From an optimization exercise on the open Yosys and OpenROAD flow, aimed at small area, a short achievable clock period and few clock cycles; shortcuts taken in it are not production practice.
Function was checked by simulation only, so behaviour that the tests miss may differ from the original.
Power figures rest on the tool's default switching activity, not on a simulated workload.

Design rvf_block_decoder, start of the top module:
module rvf_block_decoder (
    input  wire         clk,
    input  wire         rst,
    input  wire         start,
    input  wire [15:0]  frame_len,     
    input  wire [12:0]  num_blocks,    
    output wire         idle,
    input  wire         in_valid,
    input  wire [7:0]   in_data,
    output wire         in_ready,
    output wire         out_valid,
    input  wire         out_ready,
    output wire [11:0]  out_pos,
    output wire         out_copy,      
    output wire [127:0] out_data,      
    output wire         done,
    output wire [2:0]   st_kind,
    output wire [3:0]   st_cause,
    output wire [15:0]  st_rpos,
    output wire [12:0]  st_bpos
);
    localparam S_IDLE = 3'd0,
               S_HDR  = 3'd1,    
               S_EXT  = 3'd2,    
               S_CHK  = 3'd3,    
               S_PALB = 3'd4,    
               S_SEL  = 3'd5,    
  ...
Size in the first run: roughly 5,300 cells after synthesis, ~63,000 um^2 of cells after synthesis.
clock: 10.0 ns
lec_check: 0
abc_area: 1
cap_margin: 20
core_margin: 2
core_utilization: 40
place_density: 0.6
slew_margin: 20
standard.sh (not shown) runs the stock make flow with config.mk's settings and CLKGATE_MAP_FILE= SYNTH_SCRIPT=/design/flow/synth_recipe.tcl, a recipe that flattens the netlist after the stock synthesis.
==> flow/flow/run.sh <==
#!/bin/bash
# The standard layout (standard.sh: ORFS with the standard synthesis),
# with these changes to how the layout is made:
#  - setup repair aims for 6.5 ns of slack on the 10 ns clock;
#  - the port buffers are buf_2 cells;
#  - CTS clusters up to 28 sinks within 60 um and adds no dummy loads.
# make's full output goes to flow_make.log; ORFS keeps each step's log
# under orfs/logs.
set -euo pipefail
bash standard.sh \
  SETUP_SLACK_MARGIN=6.5 \
  "BUFFER_PORTS_ARGS=-buffer_cell sky130_fd_sc_hd__buf_2" \
  "CTS_ARGS=-sink_clustering_enable -repair_clock_nets -sink_clustering_size 28 -sink_clustering_max_diameter 60 -dont_use_dummy_load" \
  finish > flow_make.log 2>&1
Testbench counts at the start, summed over its fixed seeds: cycles 99,042.
Change:
--- a/flow/design.v
+++ b/flow/design.v
@@ -100,21 +100,21 @@
     reg        m_skip, m_rep, m_solid, m_raw, m_pal, m_cache;
     reg [1:0]  pw;          
     reg        w1, w2, w3;  
     reg        sel_bad;     
     reg [3:0]  lf;
     reg [12:0] cnt;         
     reg        f3_r;        
     reg        ovr_r;       
     reg [16:0] ck_x;        
     reg        rem_z;       
-    reg [7:0]  fi;          
+    reg [2:0]  fi;          
     reg [3:0]  bi;          
     reg [1:0]  sv;          
     reg [7:0]  sel;
     reg [63:0] pal;
     reg        c5f;         
     reg        c5o;         
     reg        c5p;         
     reg        addp;        
     reg [3:0]  head2, head4, head8;
     reg        full2, full4, full8;
@@ -181,23 +181,21 @@
     wire [15:0] tap2, tap2h;
     wire [31:0] tap4, tap4h;
     wire [63:0] tap8, tap8h;
     wire pw_hit = pw_v && (ph == pw_slot);
     rvf_palette_cache #(.BYTES(2)) u_cache2 (
         .clk(clk), .we(pw_hit && pw_c == 2'd1), .wdata(pal[15:0]), .rdata(tap2), .rdata8(tap2h));
     rvf_palette_cache #(.BYTES(4)) u_cache4 (
         .clk(clk), .we(pw_hit && pw_c == 2'd2), .wdata(pal[31:0]), .rdata(tap4), .rdata8(tap4h));
     rvf_palette_cache #(.BYTES(8)) u_cache8 (
         .clk(clk), .we(pw_hit && pw_c == 2'd3), .wdata(pal[63:0]), .rdata(tap8), .rdata8(tap8h));
-    wire [3:0]  selv = (state == S_CHK) ? hb[3:0] : sel[3:0];
-    wire        tsel = ph[3] ^ selv[3];   
-    wire        tmatch = !pw_v && (ph[2:0] == selv[2:0]);    
+    wire        tsel = ph[3] ^ sel[3];    
     wire [63:0] tap = w1 ? {48'd0, tsel ? tap2h : tap2} :
                       w2 ? {32'd0, tsel ? tap4h : tap4} :
                                      (tsel ? tap8h : tap8);
     wire [63:0] lane;
     rvf_pal_map u_map (.wsel({w3, w2, w1}), .b(hb), .sv(sv),
                        .pal(pal), .lane(lane));
     reg [15:0] dben;
     reg        last_b;
     integer i;
     always @(*) begin
@@ -309,32 +307,20 @@
                 run_act <= run_go && (cnt != 13'd1);
             end else begin
                 ov_r <= 1'b0;
             end
         end
     end
     always @(posedge clk) begin
         for (i = 0; i < 16; i = i + 1)
             if (ben[i]) odata_r[8*i +: 8] <= lane[8*(i % 8) +: 8];
     end
-    wire pal_ld0 = (state == S_CHK) && m_pal && !m_cache && hv && !pw_v;
-    wire pal_ldb = (state == S_PALB) && hv;
-    wire pal_ldt = tmatch && ((state == S_SEL) || ((state == S_CHK) && m_cache && hv));
-    always @(posedge clk) begin
-        if (pal_ldt)
-            pal <= tap;
-        else begin
-            if (pal_ld0) pal[7:0] <= hb;
-            for (i = 1; i < 8; i = i + 1)
-                if (pal_ldb && fi[i]) pal[8*i +: 8] <= hb;
-        end
-    end
     always @(posedge clk) begin
         ph <= ph + 4'd1;
         if (pop) begin
             rem   <= rem - 16'd1;
             rem_z <= (rem == 16'd1);
             pcnt  <= pcnt + 16'd1;
         end
         if (rst) begin
             state <= S_IDLE;
             idle_r <= 1'b1;
@@ -405,52 +391,51 @@
                     S_EXT: if (pop) begin
                         cnt   <= e_c1;
                         f3_r  <= (rem <= {15'd0, m_solid});
                         ovr_r <= e_ovr;
                         state <= S_CHK;
                     end
                     S_CHK: begin
                         ck_x <= ck_xn;
                         c5p  <= 1'b1;
                         bi  <= 4'd0;
-                        fi  <= 8'd2;
+                        fi  <= 3'd1;
                         if (run_go || m_skip) begin
                             cbp   <= cbp + cnt;
                             cbp_z <= 1'b0;
                             room  <= room - cnt;
                             state <= S_HDR;
                         end else if (m_raw) begin
                             state <= S_DATA;
                         end else if (m_cache) begin
                             if (pop) begin
                                 sel     <= hb;
                                 sel_bad <= (hb >= {3'd0, ccount});
-                                if (tmatch && !(hb >= {3'd0, ccount})) begin
-                                    state <= S_DATA;
-                                end else begin
-                                    state <= S_SEL;
-                                end
+                                state   <= S_SEL;
                             end
                         end else if (m_pal) begin
                             if (pop) begin
+                                pal[7:0] <= hb;
                                 state <= S_PALB;
                             end
                         end
                     end
                     S_PALB: if (pop) begin
-                        fi <= {fi[6:0], 1'b0};
-                        if (w1 ? fi[1] : w2 ? fi[3] : fi[7]) begin
+                        pal[8*fi +: 8] <= hb;
+                        fi <= fi + 3'd1;
+                        if (fi == (w1 ? 3'd1 : w2 ? 3'd3 : 3'd7)) begin
                             state <= S_DATA;
                             addp  <= 1'b1;
                         end
                     end
-                    S_SEL: if (tmatch) begin
+                    S_SEL: if (!pw_v && ph[2:0] == sel[2:0]) begin
+                        pal   <= tap;
                         state <= S_DATA;
                     end
                     S_DATA: begin
                         if (addp && !c5p) begin
                             addp    <= 1'b0;
                             pw_v    <= 1'b1;
                             pw_c    <= pw;
                             pw_slot <= chead;
                             case (pw)
                                 2'd1: begin head2 <= head2 + 4'd1; if (head2 == 4'd15) full2 <= 1'b1; end
Result:
- The changed run finished with timing, DRC and antenna clean
- worst setup slack improved by 30 ps
- utilization decreases by 0.12 points
- clock skew is higher by 11 ps
- flip-flop and latch count goes down by 4
- final area climbs by 1.1%
- total power shrinks by 0.57%
- wire length rose by 9.7%
- non-clock buffer count is unchanged
Testbench counts after the change, summed over its fixed seeds: cycles 99,416.

## separate check: timing with driven ports
The flow's constraints put no driver on any port. The routed layouts listed below were extracted and timed again, unchanged, in two steps. Step 1 assumes that a clkbuf_16 drives the clock port and a buf_2 every other input. Step 2 also shifts input and output timing later by t, the mid clock arrival at the registers, as if the neighbouring blocks saw the same clock. a / b / c = ideal ports / drivers / drivers and shift; a / b = the first two.
| run | t, ns | slack for setup (ns) | worst setup path at the end |
|---|---|---|---|
| the first run | 0.820 | 6.484 / 6.407 / 5.841 | input to register |
| the second run | 0.797 | 6.515 / 6.515 / 5.847 | input to register |
After both steps setup and hold are still met in every run listed. For the second run, which loses most, drivers alone change the setup slack by 0.000 ns; drivers and shift together by -0.668 ns.
